What follows belongs to an exercise in optimizing a design on an open flow for small area, a short achievable clock period and few clock cycles; a production flow would make more cautious choices.
At most, simulation tests tie the RTL to the original design; equivalence was not proved.
Power is estimated from default activity; no workload was simulated.

Setup of v6:
// sc_codec
module sc_codec (
    input  wire        clk,
    input  wire        rst,
    input  wire        req_valid,
    output wire        req_ready,
    input  wire [63:0] req_word,
    input  wire [9:0]  req_len,
    input  wire        in_valid,
    output wire        in_ready,
    input  wire [7:0]  in_data,
    output wire        out_valid,
    input  wire        out_ready,
    output wire [7:0]  out_data,
    output wire        rsp_valid,
    input  wire        rsp_ready,
    output wire [63:0] rsp_word
);
Settings: LEC_CHECK=0, CAP_MARGIN=20, CORE_MARGIN=2, CORE_UTILIZATION=40, SETUP_SLACK_MARGIN=5.0, SLEW_MARGIN=20; clock period 8.0 ns.
standard.sh (not shown) runs the stock make flow with config.mk's settings and CLKGATE_MAP_FILE= SYNTH_SCRIPT=/design/flow/synth_recipe.tcl, a recipe that flattens the netlist after the stock synthesis.
==> flow/flow/run.sh <==
#!/bin/bash
# Own layout flow: the standard layout (standard.sh, step by step) with
#  - plain buffers on the ports instead of the slow clock-delay cell that
#    buffer_ports picks (flow/post_gp.tcl, after global placement);
#  - a clock tree of clkbuf_8 without dummy loads.
# Each step's output goes to a log file here (ORFS's own logs are in orfs/logs).
set -euo pipefail
W=$(pwd)
export POST_GLOBAL_PLACE_TCL=$W/flow/post_gp.tcl
export CTS_ARGS="-sink_clustering_enable -repair_clock_nets -dont_use_dummy_load -buf_list sky130_fd_sc_hd__clkbuf_8"
bash standard.sh synth > log_synth.txt 2>&1
bash standard.sh floorplan > log_floorplan.txt 2>&1
bash standard.sh place > log_place.txt 2>&1
bash standard.sh cts > log_cts.txt 2>&1
bash standard.sh route > log_route.txt 2>&1
bash standard.sh finish > log_finish.txt 2>&1
==> flow/flow/post_gp.tcl <==
# Replace the port buffers that buffer_ports inserted with plain buffers.
set nport 0
foreach inst [[ord::get_db_block] getInsts] {
  set name [$inst getName]
  if {[regexp {^(input|output)[0-9]+$} $name]} {
    set m [[$inst getMaster] getName]
    if {$m ne "sky130_fd_sc_hd__buf_2"} {
      replace_cell [get_cells $name] sky130_fd_sc_hd__buf_2
      incr nport
    }
  }
}
puts "post_gp: $nport port buffers replaced by sky130_fd_sc_hd__buf_2"
Setup changes, v6 to v7
--- a/flow/design.v
+++ b/flow/design.v
@@ -84,18 +84,12 @@
     reg        rq_rdy_o, in_rdy_o, ov_o;
     reg        rsp_v;
     reg        su;            
     reg        run;           
     reg        dn;            
     reg [3:0]  op;            
-    reg        k_emit;        
-    reg        k_parse;       
-    reg        k_fr;          
-    reg        k_df;          
-    reg        k_hexm;        
-    reg        k_text;        
     reg [9:0]  rem;           
     reg        rz, r1;        
     reg [7:0]  y0, y1, yc;
     reg [15:0] y16;
     reg [2:0]  st;
     reg [7:0]  T;
@@ -119,21 +113,21 @@
     wire o_pack = (op == 4'h2);
     wire o_unpk = (op == 4'h3);
     wire o_hexb = (op == 4'h4);
     wire o_tok  = (op == 4'h5);
     wire o_hexl = (op == 4'h6);
     wire o_hdl  = (op == 4'h7);
-    wire o_fr   = k_fr;
-    wire o_df   = k_df;
-    wire hexm   = k_hexm;
-    wire textin = k_text;
+    wire o_fr   = (op == 4'h8) || (op == 4'hA);
+    wire o_df   = (op == 4'h9) || (op == 4'hB);
+    wire hexm   = (op == 4'h6) || (op == 4'hA);
+    wire textin = (op == 4'h7) || (op == 4'hB);
     wire ill    = op[3] & op[2];
     wire bin_in = o_crc || o_hexl || o_fr || (op == 4'h9);    
     wire ovf     = (st == 3'd1);
-    wire c_emit  = k_emit;
-    wire c_parse = k_parse;
+    wire c_emit  = (o_hexl || o_fr) && !ovf;
+    wire c_parse = o_hdl || o_df;
     wire c_sink  = !c_emit && !c_parse;
     wire space   = !sv;
     wire rem_z   = rz;
     wire rem_1   = r1;
     wire req_take = req_valid && rq_rdy;
     wire in_take  = in_valid && in_rdy;
@@ -230,13 +224,12 @@
     end
     wire d_err  = fin && o_df && (d_st != 3'd0);
     wire fr_ovf = o_fr && (rem >= 10'd253);
     wire su_fr  = o_fr && !fr_ovf;
     wire rsp_v_n = rsp_v ? !rsp_ready : ((dn || fin) && !ov_n);
     wire [3:0] rop  = req_word[3:0];
-    wire       r_ill = ((req_word & 64'hFFFF0000FE0000F0) != 64'd0) || (rop >= 4'hC);
     wire       r_fr = (rop == 4'h8) || (rop == 4'hA);
     always @(posedge clk) begin
         if (rst) begin
             rq_rdy <= 1'b1;
             in_rdy <= 1'b0;
             rq_rdy_o <= 1'b1;
@@ -275,19 +268,14 @@
         end else if (in_take) begin
             rem <= rem - 10'd1;
             rz  <= r1;
             r1  <= (rem == 10'd2);
         end
         if (rq_rdy) begin
-            op <= r_ill ? 4'hF : rop;
-            k_emit  <= !r_ill && (rop == 4'h6 || rop == 4'h8 || rop == 4'hA);
-            k_parse <= !r_ill && (rop == 4'h7 || rop == 4'h9 || rop == 4'hB);
-            k_fr    <= !r_ill && (rop == 4'h8 || rop == 4'hA);
-            k_df    <= !r_ill && (rop == 4'h9 || rop == 4'hB);
-            k_hexm  <= !r_ill && (rop == 4'h6 || rop == 4'hA);
-            k_text  <= !r_ill && (rop == 4'h7 || rop == 4'hB);
+            op <= (((req_word & 64'hFFFF0000FE0000F0) != 64'd0) || (rop >= 4'hC)) ?
+                  4'hF : rop;
             case (rop)
                 4'h6:       fph <= (req_len == 10'd0) ? F_DONE : F_DATA;
                 4'h8, 4'hA: fph <= F_AA;
                 default:    fph <= F_DATA;
             endcase
             cp   <= (rop == 4'h4) ? 2'd1 : 2'd0;
@@ -353,14 +341,12 @@
                 F_CRCL:  T <= y16[7:0];
                 default: T <= 8'hFF;
             endcase
         end
         if (in_take && (textin || o_tok) && cp == 2'd0) T[7:4] <= hv;
         if (in_take && (textin || o_tok) && cp == 2'd1) T[3:0] <= hv;
-        if (su && fr_ovf)
-            k_emit <= 1'b0;
         if (su && o_hexb)
             cp <= 2'd0;
         else if (in_take && o_tok)
             cp <= cp_inc;
         else if (tx_take)
             cp <= (in_ws || rem_1) ? 2'd0 : cp_inc;
==> comparison <==
- Area added between synthesis and finish for v7: 0.97 points down relative to v6
- The higher sequential fraction of design power came out of v7.
- Against v6 as the reference, v7 delivers a lower initial cell density of the core.
- Count of unique library cells instantiated by Yosys in v7 is about 5% higher than in v6
- Number of sinks driven by the clock tree of v7 falls short of that of v6 by a few percent.
- On v7: via count of the first global-routing pass is about 6% higher than what v6 gave.
- Startpoint of the worst setup timing path: op[0]$_SDFFCE_PP1P_ -> v7, y16[0]$_DFFE_PP_ -> v6
- Of v7 and v6, the lower non-clock buffer count belongs to v6.
- NOTE: worst hold slack in v7 exceeds that of v6
- As far as total of hold buffers inserted after clock tree synthesis goes, v7 and v6 are indistinguishable; the numbers are identical.
- Looking only at worst setup slack after placement, and setting everything else aside, the lower value of v7 and v6 goes to v6.
- Compared with v6, v7 shows a higher pin count of the biggest net entering global routing.
- [v7 vs v6] standard cell area after detailed placement: lower in v7
Testbench counts of v7, summed over its fixed seeds: cycles 127,029.
For v6, only the layout was checked, not whether the RTL still works.

[what the ideal ports hide]
How much do the figures lean on ideal ports? The routed layouts below were timed once more, with nothing changed but the port constraints.
Step 1, drivers: a clkbuf_16 drives clk and a buf_2 each remaining input, both assumed.
Step 2 also shifts input and output timing later by t, the mid clock arrival at the registers, as if the neighbouring blocks saw the same clock.
Slacks: no drivers / after step 1 / after step 2; pairs: no drivers / after step 1.
run | t, ns | setup WS [ns] | latest minus earliest clock arrival (ns)
v6 | 0.484 | 5.042 / 4.997 / 4.597 | 0.024 / 0.023
v7 | 0.490 | 5.039 / 5.039 / 4.649 | 0.026 / 0.026
After both steps setup and hold are still met in every run listed. For v6, which loses most, drivers alone change the setup slack by -0.045 ns; drivers and shift together by -0.445 ns.
